What follows belongs to an exercise in optimizing a design on an open flow for small area and few clock cycles; a production flow would make more cautious choices. Only simulation tests tie the RTL to the original design; equivalence was not proved. No activity file was given, so power comes from the tool's default toggle rates.

<file path="flow/config.mk">
export PLATFORM = sky130hd
export DESIGN_NAME = mcb_top
export DESIGN_NICKNAME = mcb_top
export VERILOG_FILES = /design/flow/design.v
export SDC_FILE = /design/flow/constraint.sdc
export NUM_CORES = 4
export LEC_CHECK = 0
export CAP_MARGIN = 20
export CORE_MARGIN = 2
export CORE_UTILIZATION = 40
export SLEW_MARGIN = 20
</file>
<file path="flow/standard.sh">
#!/bin/bash
# synth_recipe.tcl (not shown) runs the flow's synth.tcl, then flattens the netlist and writes it again
# the make line also repeats each setting of config.mk as NAME=value (left out here)
make -C /OpenROAD-flow-scripts/flow DESIGN_CONFIG=/design/flow/config.mk WORK_HOME=/design/flow/orfs CLKGATE_MAP_FILE= SYNTH_SCRIPT=/design/flow/synth_recipe.tcl "${@:-finish}"
</file>
<file path="flow/flow/abc_area.script">
strash
&get -n
&fraig -x
&put
dc2
dc2
strash
&get -n
&deepsyn -T 60
&dch -f
&nf -a
&put
</file>
<file path="flow/design.v">
module mcb_enc (
    input  wire        clk,
    input  wire        rst,
    input  wire        start,
    input  wire [1:0]  kind,       
    input  wire [7:0]  arg,
    input  wire [14:0] t_half,     
    input  wire [14:0] amp,        
    output wire        busy,
    output wire        smp_valid,
    input  wire        smp_ready,
    output wire [15:0] smp_data
);
    reg [6:0]  halves;     
    reg [14:0] scnt;       
    reg [9:0]  sh;         
    reg        pre, post;
    assign busy      = (halves != 7'd0);
    assign smp_valid = busy;
    wire cur_bit    = pre | sh[0];
    wire first_half = ~halves[0];
    wire high_level = cur_bit ^ first_half;
    wire [15:0] pa = {1'b0, amp};
    assign smp_data = post ? 16'd0 : (high_level ? pa : (~pa + 16'd1));
    wire [14:0] scnt1 = scnt + 15'd1;
    always @(posedge clk) begin
        if (rst) begin
            halves <= 7'd0;
        end else if (start) begin
            case (kind)
                2'd0:    halves <= 7'd64;
                2'd1:    halves <= 7'd2;
                2'd2:    halves <= 7'd20;
                default: halves <= 7'd4;
            endcase
        end else if (busy && smp_ready && scnt1 == t_half) begin
            halves <= halves - 7'd1;
        end
    end
    always @(posedge clk) begin
        if (start) begin
            scnt <= 15'd0;
            pre  <= (kind == 2'd0);
            post <= (kind == 2'd3);
            sh   <= (kind == 2'd2) ? {1'b1, arg, 1'b0} : {9'd0, arg[0]};
        end else if (busy && smp_ready) begin
            if (scnt1 == t_half) begin
                scnt <= 15'd0;
                if (!first_half) sh <= {1'b0, sh[9:1]};
            end else begin
                scnt <= scnt1;
            end
        end
    end
endmodule
module mcb_top (
    input  wire        clk,
    input  wire        rst,
    input  wire        cmd_valid,
    output wire        cmd_ready,
    input  wire [31:0] cmd_data,
    output wire        smp_valid,
    input  wire        smp_ready,
    output wire [15:0] smp_data,
    output reg         byte_valid,
    input  wire        byte_ready,
    output wire [7:0]  byte_data,
    output reg         rd_valid,
    input  wire        rd_ready,
    output reg  [31:0] rd_data,
    output wire        irq
);
    localparam [2:0] S_IDLE = 3'd0, S_ONSET = 3'd1, S_CLOCK = 3'd2, S_SYNC = 3'd3,
                     S_DATA = 3'd4, S_DONE = 3'd5, S_FAIL = 3'd6;
    localparam [1:0] LV_NONE = 2'd0, LV_L = 2'd1, LV_H = 2'd2;
    localparam [2:0] E_CONFIG = 3'd1, E_CLOCK = 3'd2, E_DESYNC = 3'd3,
                     E_FRAMING = 3'd4, E_CMD = 3'd5;
    localparam N_KEEP = 8;    
    reg [2:0]  dstate;
    reg [5:1]  errflags;      
    reg [2:0]  cause;
    reg [31:0] esmp, ebyte, cmdcnt;
    reg [14:0] enc_t, enc_a, minvol;
    reg [1:0]  ctrl;
    reg [31:0] smpcnt;
    reg [14:0] nf;            
    reg        thr_ok;        
    reg [14:0] clk_t;
    reg [31:0] bitcnt, bytecnt, skipcnt;
    reg        be;
    reg [14:0] mv;
    reg [1:0]  lvl;
    reg [15:0] cnt;           
    reg [1:0]  stg;           
    reg [15:0] ncnt;          
    reg        xs;
    reg [4:0]  bufn;
    reg        outl;
    reg        ph;
    reg [3:0]  nb;
    reg [9:0]  sh;
    reg        partial;
    reg [15:0] bq [0:N_KEEP-1];    
    reg [4:0]  rd_sel;
    wire       enc_busy;
    reg        enc_start;
    mcb_enc u_enc (
        .clk(clk), .rst(rst),
        .start(enc_start), .kind(cmd_data[25:24]), .arg(cmd_data[7:0]),
        .t_half(enc_t), .amp(enc_a), .busy(enc_busy),
        .smp_valid(smp_valid), .smp_ready(smp_ready), .smp_data(smp_data)
    );
    assign cmd_ready = !enc_busy && (!rd_valid || rd_ready) && (!byte_valid || byte_ready);
    wire accept = cmd_valid && cmd_ready;
    assign irq = ctrl[1] && ((errflags != 5'd0) || dstate == S_DONE || dstate == S_FAIL);
    assign byte_data = sh[8:1];
    wire [31:0] w   = cmd_data;
    wire [7:0]  op  = w[31:24];
    wire [7:0]  a   = w[23:16];
    wire [15:0] imm = w[15:0];
    wire lo0 = (w[23:0] == 24'd0);
    wire c_nop    = (op == 8'h00) && lo0;
    wire c_srst   = (op == 8'h01) && lo0;
    wire c_wr     = (op == 8'h02);
    wire c_rd     = (op == 8'h03) && (imm == 16'd0);
    wire c_epre   = (op == 8'h10) && lo0;
    wire c_ebit   = (op == 8'h11) && (w[23:1] == 23'd0);
    wire c_ebyte  = (op == 8'h12) && (w[23:8] == 16'd0);
    wire c_epost  = (op == 8'h13) && lo0;
    wire c_dstart = (op == 8'h20) && lo0;
    wire c_dsmp   = (op == 8'h21) && (a == 8'h00);
    wire c_dend   = (op == 8'h22) && lo0;
    wire c_fsbit  = (op == 8'h23) && (w[23:1] == 23'd0);
    wire c_fsend  = (op == 8'h24) && lo0;
    wire c_enc    = c_epre | c_ebit | c_ebyte | c_epost;
    wire rd_mapped = (a[7:3] == 5'h00 && a[2:0] != 3'd7) ||
                     (a[7:2] == 6'h04) ||
                     (a[7:3] == 5'h04 && a[2:0] != 3'd7);
    always @* begin
        case (rd_sel)
            5'h00: rd_data = 32'h4D43_0100;
            5'h01: rd_data = {25'd0, be, (skipcnt != 32'd0), partial, (clk_t != 15'd0), dstate};
            5'h02: rd_data = {26'd0, errflags, 1'b0};
            5'h03: rd_data = {29'd0, cause};
            5'h04: rd_data = esmp;
            5'h05: rd_data = ebyte;
            5'h06: rd_data = cmdcnt;
            5'h08: rd_data = {17'd0, enc_t};
            5'h09: rd_data = {17'd0, enc_a};
            5'h0a: rd_data = {17'd0, minvol};
            5'h0b: rd_data = {30'd0, ctrl};
            5'h10: rd_data = smpcnt;
            5'h11: rd_data = {17'd0, nf};
            5'h12: rd_data = {16'd0, thr};
            5'h13: rd_data = {17'd0, clk_t};
            5'h14: rd_data = bitcnt;
            5'h15: rd_data = bytecnt;
            5'h16: rd_data = skipcnt;
            default: rd_data = 32'd0;
        endcase
    end
    wire [16:0] nf2   = {1'b0, nf, 1'b0};
    wire [16:0] thr_c = (nf2 > {2'b0, mv}) ? nf2 : {2'b0, mv};
    wire [15:0] thr   = thr_ok ? thr_c[15:0] : 16'd0;
    function [31:0] sat_inc;
        input [31:0] v;
        sat_inc = (&v) ? v : v + 32'd1;
    endfunction
    reg [2:0]  n_dstate;
    reg [5:1]  n_errflags;
    reg [2:0]  n_cause;
    reg [31:0] n_esmp, n_ebyte, n_cmdcnt;
    reg [14:0] n_enc_t, n_enc_a, n_minvol;
    reg [1:0]  n_ctrl;
    reg [31:0] n_smpcnt;
    reg [14:0] n_nf, n_clk_t;
    reg        n_thr_ok;
    reg [31:0] n_bitcnt, n_bytecnt, n_skipcnt;
    reg        n_be;
    reg [14:0] n_mv;
    reg [1:0]  n_lvl;
    reg [15:0] n_cnt;
    reg [1:0]  n_stg;
    reg [15:0] n_ncnt;
    reg        n_xs;
    reg [4:0]  n_bufn;
    reg        n_outl;
    reg        n_ph;
    reg [3:0]  n_nb;
    reg [9:0]  n_sh;
    reg        n_partial;
    reg [15:0] n_bq [0:N_KEEP-1];
    reg        n_byte_valid, n_rd_valid;
    reg [4:0]  n_rd_sel;
    reg        n_reset;
    reg        raise_en;
    reg [2:0]  raise_code;
    reg [15:0] s;
    reg [16:0] mag;
    reg [1:0]  cls;
    reg [15:0] d17;
    reg [15:0] med;
    reg        consistent, do_insert, do_restart;
    reg [N_KEEP-1:0] gt;
    reg [15:0] lock_m;
    reg        lng, bitv, smp_done, push_en, push_b, finish_en, desync_en;
    reg [15:0] cnt1;
    reg [14:0] gap, t_new;
    reg        adv, xreset;
    reg [16:0] e;
    reg [32:0] ebsum;
    integer    i;
    always @* begin
        n_dstate   = dstate;   n_errflags = errflags; n_cause  = cause;
        n_esmp     = esmp;     n_ebyte    = ebyte;    n_cmdcnt = cmdcnt;
        n_enc_t    = enc_t;    n_enc_a    = enc_a;    n_minvol = minvol;
        n_ctrl     = ctrl;     n_smpcnt   = smpcnt;
        n_nf       = nf;       n_thr_ok   = thr_ok;      n_clk_t  = clk_t;
        n_bitcnt   = bitcnt;   n_bytecnt  = bytecnt;  n_skipcnt = skipcnt;
        n_be       = be;       n_mv       = mv;
        n_lvl      = lvl;      n_cnt      = cnt;      n_stg    = stg;      n_ncnt   = ncnt;
        n_xs       = xs;       n_bufn     = bufn;     n_outl   = outl;
        n_ph       = ph;       n_nb       = nb;       n_sh     = sh;
        n_partial  = partial;
        for (i = 0; i < N_KEEP; i = i + 1) n_bq[i] = bq[i];
        n_byte_valid = byte_valid && !byte_ready;
        n_rd_valid   = rd_valid && !rd_ready;
        n_rd_sel     = rd_sel;
        n_reset      = 1'b0;
        enc_start    = 1'b0;
        raise_en = 1'b0; raise_code = 3'd0;
        s = imm;
        mag = s[15] ? ({1'b0, ~s} + 17'd1) : {1'b0, s};
        cls = LV_NONE; d17 = cnt;
        med = 16'd0;
        consistent = 1'b0; do_insert = 1'b0; do_restart = 1'b0; lock_m = 16'd0;
        lng = 1'b0; bitv = 1'b0; smp_done = 1'b0;
        push_en = 1'b0; push_b = 1'b0; finish_en = 1'b0; desync_en = 1'b0;
        gt = {N_KEEP{1'b0}};
        cnt1 = cnt + 16'd1;
        gap = (stg == 2'd0) ? {1'b0, clk_t[14:1]} : (stg == 2'd1) ? clk_t : (clk_t | 15'd1);
        adv = (stg != 2'd3) && (cnt1 == {1'b0, gap});
        t_new = clk_t; xreset = 1'b0;
        e = 17'd0;
        ebsum = 33'd0;
        if (accept) begin
            n_cmdcnt = sat_inc(cmdcnt);
            if (c_nop) begin
            end else if (c_srst) begin
                n_reset = 1'b1;
            end else if (c_wr) begin
                case (a)
                    8'h10: if (imm[15] == 1'b0 && imm != 16'd0) n_enc_t = imm[14:0];
                           else raise_en = 1'b1;
                    8'h11: if (imm[15] == 1'b0 && imm != 16'd0) n_enc_a = imm[14:0];
                           else raise_en = 1'b1;
                    8'h12: if (imm[15] == 1'b0 && imm != 16'd0) n_minvol = imm[14:0];
                           else raise_en = 1'b1;
                    8'h13: n_ctrl = imm[1:0];
                    8'h02: n_errflags = errflags & ~imm[5:1];
                    default: begin raise_en = 1'b1; raise_code = E_CMD; end
                endcase
                if (raise_en && raise_code == 3'd0) raise_code = E_CONFIG;
            end else if (c_rd) begin
                n_rd_valid = 1'b1;
                n_rd_sel   = rd_mapped ? {a[5:4], a[2:0]} : 5'h07;
                if (!rd_mapped) begin raise_en = 1'b1; raise_code = E_CMD; end
            end else if (c_enc) begin
                if (enc_t == 15'd0) begin
                    raise_en = 1'b1; raise_code = E_CONFIG;
                end else begin
                    enc_start = 1'b1;
                end
            end else if (c_dstart) begin
                n_smpcnt = 32'd0; n_nf = 15'd0; n_thr_ok = 1'b0; n_clk_t = 15'd0;
                n_bitcnt = 32'd0; n_bytecnt = 32'd0; n_skipcnt = 32'd0;
                n_lvl = LV_NONE; n_cnt = 16'd0; n_ncnt = 16'd0; n_xs = 1'b0;
                n_bufn = 5'd0; n_outl = 1'b0; n_ph = 1'b0; n_nb = 4'd0; n_partial = 1'b0;
                n_errflags = errflags & 5'b10001;
                n_be = ctrl[0];
                n_mv = minvol;
                n_dstate = S_ONSET;
            end else if (c_dsmp) begin
                if (dstate == S_IDLE) begin
                    raise_en = 1'b1; raise_code = E_CMD;
                end else if (dstate == S_DONE || dstate == S_FAIL) begin
                end else if ((dstate == S_ONSET || dstate == S_CLOCK) && (smpcnt[31:16] != 16'd0)) begin
                    raise_en = 1'b1; raise_code = E_CLOCK;
                    n_dstate = S_FAIL;
                end else begin
                    if (dstate == S_ONSET) begin
                        if (mag < {2'b0, mv}) begin
                            if (mag[14:0] > nf) n_nf = mag[14:0];
                        end else begin
                            n_thr_ok = 1'b1;
                            n_dstate = S_CLOCK;
                        end
                    end
                    if (mag >= thr_c) cls = s[15] ? LV_L : LV_H;
                    else              cls = LV_NONE;
                    if (n_dstate == S_CLOCK) begin
                        if (cls == LV_NONE) begin
                            if (lvl != LV_NONE) n_cnt = cnt1;
                        end else if (lvl == LV_NONE) begin
                            n_lvl = cls; n_cnt = 16'd1;
                        end else if (cls == lvl) begin
                            n_cnt = cnt1;
                        end else begin
                            n_lvl = cls; n_cnt = 16'd1;
                            if (!xs) begin
                                n_xs = 1'b1;
                            end else begin
                                if (bufn == 5'd0) begin
                                    do_restart = 1'b1;
                                end else begin
                                    med = bq[(bufn - 5'd1) >> 1];
                                    e = {1'b0, d17} - {2'b0, med[15:1]};
                                    consistent = !e[16] && (e[15:0] != 16'd0 || !med[0]) && (e[15:0] <= med);
                                    if (consistent)   do_insert = 1'b1;
                                    else if (outl)    do_restart = 1'b1;
                                    else              n_outl = 1'b1;
                                end
                                if (do_restart) begin
                                    n_bq[0] = d17; n_bufn = 5'd1; n_outl = 1'b0;
                                end
                                if (do_insert) begin
                                    for (i = 0; i < N_KEEP; i = i + 1)
                                        gt[i] = (i >= bufn) || (bq[i] > d17);
                                    for (i = 0; i < N_KEEP; i = i + 1) begin
                                        if (gt[i]) begin
                                            if (i > 0 && gt[(i > 0) ? i - 1 : 0]) n_bq[i] = bq[(i > 0) ? i - 1 : 0];
                                            else                                  n_bq[i] = d17;
                                        end
                                    end
                                    n_bufn = bufn + 5'd1; n_outl = 1'b0;
                                end
                                if (n_bufn == 5'd16) begin
                                    lock_m = n_bq[7];
                                    if (lock_m != 16'd0 && lock_m[15] == 1'b0) begin
                                        n_clk_t  = lock_m[14:0];
                                        t_new    = lock_m[14:0];
                                        xreset   = 1'b1;
                                        n_dstate = S_SYNC;
                                        n_ncnt   = 16'd0;
                                    end else begin
                                        n_bufn = 5'd0; n_outl = 1'b0;
                                    end
                                end
                            end
                        end
                    end else if (dstate == S_SYNC || dstate == S_DATA) begin
                        n_cnt = adv ? 16'd0 : cnt1;
                        n_stg = adv ? stg + 2'd1 : stg;
                        if (cls == LV_NONE) begin
                            n_ncnt = ncnt + 16'd1;
                            if (ncnt == {clk_t, 1'b0}) finish_en = 1'b1;
                        end else if (cls == lvl) begin
                            n_ncnt = 16'd0;
                            if (n_stg == 2'd3) desync_en = 1'b1;
                        end else begin
                            n_ncnt = 16'd0; n_lvl = cls; xreset = 1'b1;
                            if (stg == 2'd0 || stg == 2'd3) begin
                                desync_en = 1'b1;
                            end else begin
                                lng  = (stg == 2'd2);
                                bitv = (cls == LV_H);
                                if (dstate == S_SYNC) begin
                                    if (lng) begin
                                        n_dstate = S_DATA; n_ph = 1'b0;
                                        push_en = 1'b1; push_b = bitv;
                                    end
                                end else if (ph == 1'b0) begin
                                    if (lng) begin push_en = 1'b1; push_b = bitv; end
                                    else n_ph = 1'b1;
                                end else begin
                                    if (lng) desync_en = 1'b1;
                                    else begin n_ph = 1'b0; push_en = 1'b1; push_b = bitv; end
                                end
                            end
                        end
                        if (push_en) n_bitcnt = sat_inc(bitcnt);
                    end
                    smp_done = 1'b1;
                end
            end else if (c_dend) begin
                if (dstate == S_IDLE) begin
                    raise_en = 1'b1; raise_code = E_CMD;
                end else if (dstate == S_ONSET || dstate == S_CLOCK) begin
                    raise_en = 1'b1; raise_code = E_CLOCK;
                    n_dstate = S_FAIL;
                end else if (dstate == S_SYNC || dstate == S_DATA)
                    finish_en = 1'b1;
            end else if (c_fsbit) begin
                if (dstate == S_IDLE) begin
                    raise_en = 1'b1; raise_code = E_CMD;
                end else if (dstate != S_DONE && dstate != S_FAIL) begin
                    push_en = 1'b1; push_b = w[0];
                end
            end else if (c_fsend) begin
                if (dstate == S_IDLE) begin
                    raise_en = 1'b1; raise_code = E_CMD;
                end else if (dstate != S_DONE && dstate != S_FAIL)
                    finish_en = 1'b1;
            end else begin
                raise_en = 1'b1; raise_code = E_CMD;
            end
            if (push_en) begin
                n_sh[nb] = push_b;
                if (nb == 4'd9) begin
                    n_nb = 4'd0;
                    if (sh[0] == 1'b0 && push_b == 1'b1) begin
                        n_byte_valid = 1'b1;
                        n_bytecnt    = sat_inc(bytecnt);
                    end else begin
                        raise_en = 1'b1; raise_code = E_FRAMING;
                        if (be) begin
                            n_skipcnt = sat_inc(skipcnt); n_partial = 1'b1;
                        end else begin
                            n_dstate = S_FAIL;
                        end
                    end
                end else begin
                    n_nb = nb + 4'd1;
                end
            end
            if (finish_en) begin
                if (nb != 4'd0) begin
                    n_nb = 4'd0;
                    raise_en = 1'b1; raise_code = E_FRAMING;
                    if (be) begin
                        n_skipcnt = sat_inc(skipcnt); n_partial = 1'b1; n_dstate = S_DONE;
                    end else begin
                        n_dstate = S_FAIL;
                    end
                end else begin
                    n_dstate = S_DONE;
                end
            end
            if (desync_en) begin
                raise_en = 1'b1; raise_code = E_DESYNC;
                if (be && bytecnt != 32'd0) begin
                    n_partial = 1'b1; n_dstate = S_DONE;
                end else begin
                    n_dstate = S_FAIL;
                end
            end
            if (xreset) begin
                if (t_new[14:2] == 13'd0 && !(t_new[1] & t_new[0])) begin
                    n_stg = 2'd1; n_cnt = 16'd0;
                end else begin
                    n_stg = 2'd0; n_cnt = {15'd0, ~t_new[0]};
                end
            end
            if (smp_done) n_smpcnt = sat_inc(smpcnt);
            if (raise_en) begin
                n_errflags[raise_code] = 1'b1;
                n_cause    = raise_code;
                n_esmp     = smpcnt;
                ebsum      = {1'b0, bytecnt} + {1'b0, skipcnt};
                n_ebyte    = ebsum[32] ? 32'hFFFF_FFFF : ebsum[31:0];
            end
        end
    end
    always @(posedge clk) begin
        if (rst || n_reset) begin
            dstate <= S_IDLE; errflags <= 5'd0; cause <= 3'd0;
            esmp <= 32'd0; ebyte <= 32'd0; cmdcnt <= 32'd0;
            enc_t <= 15'd0; enc_a <= 15'd24576; minvol <= 15'd2048; ctrl <= 2'd0;
            smpcnt <= 32'd0; nf <= 15'd0; thr_ok <= 1'b0; clk_t <= 15'd0;
            bitcnt <= 32'd0; bytecnt <= 32'd0; skipcnt <= 32'd0;
            be <= 1'b0; partial <= 1'b0;
        end else begin
            dstate <= n_dstate; errflags <= n_errflags; cause <= n_cause;
            esmp <= n_esmp; ebyte <= n_ebyte; cmdcnt <= n_cmdcnt;
            enc_t <= n_enc_t; enc_a <= n_enc_a; minvol <= n_minvol; ctrl <= n_ctrl;
            smpcnt <= n_smpcnt; nf <= n_nf; thr_ok <= n_thr_ok; clk_t <= n_clk_t;
            bitcnt <= n_bitcnt; bytecnt <= n_bytecnt; skipcnt <= n_skipcnt;
            be <= n_be; partial <= n_partial;
        end
    end
    always @(posedge clk) begin
        mv <= n_mv; lvl <= n_lvl; cnt <= n_cnt; stg <= n_stg; ncnt <= n_ncnt;
        xs <= n_xs; bufn <= n_bufn; outl <= n_outl; ph <= n_ph; nb <= n_nb;
    end
    always @(posedge clk) begin
        if (rst) begin
            byte_valid <= 1'b0;
            rd_valid   <= 1'b0;
        end else begin
            byte_valid <= n_byte_valid;
            rd_valid   <= n_rd_valid;
        end
        rd_sel <= n_rd_sel;
    end
    always @(posedge clk) begin
        for (i = 0; i < N_KEEP; i = i + 1) bq[i] <= n_bq[i];
        sh <= n_sh;
    end
endmodule
</file>
<file path="flow/constraint.sdc">
create_clock -name core_clock -period 16.0 [get_ports {clk}]
set_input_delay 3.2000 -clock core_clock [delete_from_list [all_inputs] [get_ports {clk}]]
set_output_delay 3.2000 -clock core_clock [all_outputs]
set_load 0.01 [all_outputs]
</file>
<file path="flow/flow/run.sh">
#!/bin/bash
# Layout flow: the standard flow (standard.sh) with these changes:
#  - synthesis leaves the adders and comparators to ABC as plain logic (no
#    mapping to the fixed full/half-adder cells first, ADDER_MAP_FILE empty) and
#    maps the logic with an area-oriented ABC script (flow/abc_area.script, with
#    a 60 s &deepsyn run) instead of ORFS's delay-oriented abc_speed.script;
#    the flip-flop mapping and register names are the standard synthesis's;
#  - every input and output port still gets its own buffer, a buf_2 cell;
#  - clock tree synthesis without dummy loads, with clusters of up to 24 sinks.
# Everything else is the standard layout. Each step's full output goes to a
# log file here.
set -euo pipefail
WORK=$(pwd)
# a private copy of ORFS's scripts folder with the ABC script replaced
rm -rf "$WORK/orfs_scripts"
cp -r "$FLOW_HOME/scripts" "$WORK/orfs_scripts"
cp "$WORK/flow/abc_area.script" "$WORK/orfs_scripts/abc_speed.script"
export BUFFER_PORTS_ARGS="-buffer_cell sky130_fd_sc_hd__buf_2"
export CTS_ARGS="-sink_clustering_enable -repair_clock_nets -dont_use_dummy_load -sink_clustering_size 24 -sink_clustering_max_diameter 100"
bash standard.sh synth "SCRIPTS_DIR=$WORK/orfs_scripts" "ADDER_MAP_FILE=" > "$WORK/flow_synth.log" 2>&1
bash standard.sh finish "SCRIPTS_DIR=$WORK/orfs_scripts" > "$WORK/flow_layout.log" 2>&1
test -s "$WORK/out/final.def"
</file>
==> results.txt <==
global-route wire length before repair 164,000 um; post-synthesis cell type count 66; Final #Nets about 3,600; Peak VDD IR 84.62 uV; Setup violations, final 0; io pins 99; Synth Register Bits 556; GPL Wtd Cong 0.9476; Max Clk Rate 87.85 MHz; Critical-path top delay cell o311ai_0; number of global-route vias before repair between 20,000 and 30,000; Pint 0.001822 W; CORE AREA 74,320 sq um; die height approximately 280 um; Post-synth EDFFs 217; DP Worst Slack between 4000 and 5000 ps; final hold vios 0; Synth Instances 3,412; net switching power 0.0005677 W; later-pin clock latency in the skew report 670 ps; TNS Setup 0 ps; antenna viol nets, final 0; Least-Margin Pin Slew 1204 ps; largest net degree at the start of global routing 62; min Tclk post-route about 11,000 ps; total track usage 27.15%; ys flop type dfxtp_1; drt first pass iters 7; slew margin rel. 18.68%; PostCTS Resize Cnt 0; Critical Path Most Common Cell maj3_1; clock slew seen by the registers of the worst setup and hold paths 110 ps; Num CTS Buffers 29; fraction of registers with async set/reset 0%; Max clock buf depth 3; TritonCTS clock tree built; drt initial violations 3,198; Hold Crit Class reg -> reg; clock share of power 33.6%; crit share post-route 71.15%; fin util 44.32%; Post CTS Setup Buffer Count 0; Root Driver clkbuf_16; YS warnings 4; Combinational Power Share 4.3%; Post-Syn Nets 3,450; grt ovf 0; hold_buf cts 0; sequential share of power just over 60%; share of cells above drive strength 1 5.936%; Syn Std Cell Area 29,990 sq um; synthesis-to-layout area growth 9.856%; Crit path largest cell delay approximately 580 ps; die area 77,170 sq um; WL per Instance 23.80 um; Clock Sinks 556; syn_area_per_cell 8.788 sq um; Initial Util approximately two fifths; RSZ-0062 raised after global routing false; via count approximately 29,000; Die W 277.8 um; post-DP HPWL 78,510 um; count of pins over their slew limit 0; startpoint type of the worst setup path flop; Required @ worst endpoint between 15,000 and 20,000 ps; antenna violations before repair 1; PD cells 72.53 nW/um^2; Data arrival, critical path 11,920 ps; Pleak 10.93 nW; critical path class reg -> reg; Sw Share around a quarter; post-route setup slack 4617 ps; max-cap viol count 0; Post-Route Skew 107.3 ps; Port Buffers 98; DR vias/cell 6.264; number of fill cells 7,392; outcome timing/DRC/antenna clean; Cell Rows 100; H-tree levels 1; Multi-input gate area 16,150 sq um; Crit Path Max Fanout 31; drt total wl about 110,000 um; post-synthesis sequential area ratio 44.36%; Sequential Area about 13,000 sq um; crit path capture type flop; DRC viols 0
## power by group through the flow
stage          clock (W)  combinational [W]  sequential, W
2_1_floorplan          0          0.0000584        0.00151
3_3_place_gp           0           0.000100        0.00152
3_5_place_dp           0           0.000100        0.00152
4_1_cts         0.000810           0.000101        0.00148
5_1_grt         0.000856           0.000111        0.00149
6_report        0.000802           0.000103        0.00148
## worst paths after layout
kind                            startpoint        end  slack (ps)  cells past startpoint
worst min register to register   ebyte[31]  ebyte[31]         440                      2
worst max-delay path            bytecnt[1]  ebyte[12]        4620                     30
worst max register to register  bytecnt[1]  ebyte[12]        4620                     30
worst min-delay path             ebyte[31]  ebyte[31]         440                      2
## final cells by class
cell class                 count  area share, %
multi-input combinational   2679          49.01
sequential                   556          40.38
tap                          969          3.680
timing repair buffer         155          2.788
clock buffer                  29          2.203
inverter                     169          1.926
antenna                        1       0.007596
## worst max-delay path: cells and delay by family (launching register included)
kind / cells / cell delay, ps
flip-flops: 1 / 530
AO/OA/AOI/OAI: 8 / 2020
adder cells (fa/ha/maj): 20 / 8100
XOR/XNOR: 1 / 180
buffers and inverters: 1 / 400
## per-layer routing
layer / share of wire (%) / up-vias / track usage, %
li1: - / 13404 / -
met1: 42 / 13757 / 36.63
met2: 46 / 1154 / 44.63
met3: 7.2 / 237 / 2.864
met4: 4.5 / 0 / 10.71
met5: 0 / - / 0
## Yosys cell counts (6+ instances only)
master / instances / area, sq um
nor2_1: 353 / 1325
nand2_1: 351 / 1318
dfxtp_1: 339 / 6787
a21oi_1: 317 / 1587
o21ai_0: 261 / 1306
edfxtp_1: 217 / 6516
clkinv_1: 169 / 634.4
nor3_1: 109 / 545.5
xnor2_1: 100 / 875.8
a22o_1: 91 / 797.0
a22oi_1: 81 / 608.1
nand3_1: 77 / 385.4
a222oi_1: 72 / 720.7
o22ai_1: 69 / 431.7
xor2_1: 65 / 569.3
maj3_1: 64 / 640.6
and3_1: 58 / 362.9
nand4_1: 56 / 350.3
nor4_1: 49 / 306.5
and2_0: 45 / 281.5
nand2b_1: 38 / 237.7
o221ai_1: 36 / 315.3
a31oi_1: 35 / 219.0
nor2b_1: 32 / 200.2
o31ai_1: 29 / 217.7
a211oi_1: 27 / 202.7
a221oi_1: 25 / 219.0
or2_0: 22 / 137.6
o21a_1: 19 / 142.6
a21o_1: 18 / 135.1
or3_1: 18 / 112.6
and4_1: 17 / 148.9
mux2i_1: 17 / 170.2
o211ai_1: 12 / 90.09
nor3b_1: 11 / 82.58
a21boi_0: 9 / 67.56
mux2_1: 9 / 101.4
buf_4: 8 / 60.06
o2bb2ai_1: 7 / 61.31
or4_1: 7 / 52.55
a2111oi_0: 6 / 52.55
## state kept, by name, summed over array words and instances (netlist names), 16 cells and up
name     flops
cmdcnt      32
skipcnt     32
ebyte       32
bytecnt     32
bq         128
cnt         16
ncnt        16
smpcnt      32
bitcnt      32
esmp        32
## cells by family (layout without fill, tap and decap cells)
| family | after synthesis | in the layout | synth area share (%) |
|---|---|---|---|
| fa+ha+maj | 64 | 64 | 2.136 |
| flops | 556 | 556 | 44.36 |
| mux | 26 | 26 | 0.9054 |
| compound gates | 1172 | 1172 | 25.71 |
| other cells | 0 | 1 | 0 |
| buf+inv | 177 | 353 | 2.316 |
| simple gates | 1252 | 1252 | 19.75 |
| xor+xnor | 165 | 165 | 4.819 |
## cells in the final DEF, fill, tap and decap left out, types with 77 or more instances in the layout
| cell | synthesis | final |
|---|---|---|
| edfxtp_1 | 217 | 217 |
| clkinv_1 | 169 | 169 |
| nand2_1 | 351 | 349 |
| a21oi_1 | 317 | 314 |
| xnor2_1 | 100 | 100 |
| buf_2 | 0 | 98 |
| dfxtp_1 | 339 | 339 |
| nor2_1 | 353 | 345 |
| nor3_1 | 109 | 104 |
| nand3_1 | 77 | 77 |
| a22oi_1 | 81 | 81 |
| o21ai_0 | 261 | 261 |
| a22o_1 | 91 | 91 |
## stage by stage
stage | area (sq um) | total power (W) | cells | hold slack, ps
2_1_floorplan | 29990 | 0.001569 | 3412 | 415.4
6_report | 32940 | 0.002389 | 4558 | 444.7
3_3_place_gp | 32190 | 0.001617 | 4528 | 425.9
3_5_place_dp | 32200 | 0.001616 | 4528 | 430.4
4_1_cts | 32930 | 0.002394 | 4557 | 445.0
5_1_grt | 32940 | 0.002452 | 4557 | 474.6
Testbench counts, summed over its fixed seeds: cycles 124,112.

port drivers added, routing unchanged:
How much do the figures lean on ideal ports? The routed layout below was timed once more, with nothing changed but the port constraints.
Step 1, drivers: a clkbuf_16 drives clk and a buf_2 each remaining input, both assumed.
Step 2 adds t to the input delays and takes it off the output delays; t is the mean of the earliest and latest rising clock arrival at the registers after step 1. Input paths then give back, and output paths get back, about the clock's delay inside the block.
Slacks: ideal ports / drivers / drivers and shift; pairs: ideal ports / drivers.
shift t [ns]: 0.680
slack for setup (ns): 4.617 / 4.617 / 4.617
clock arrival spread, ns: 0.109 / 0.108
After both steps setup and hold are still met in this run. For this run, drivers alone change the setup slack by 0.000 ns; drivers and shift together by 0.000 ns.
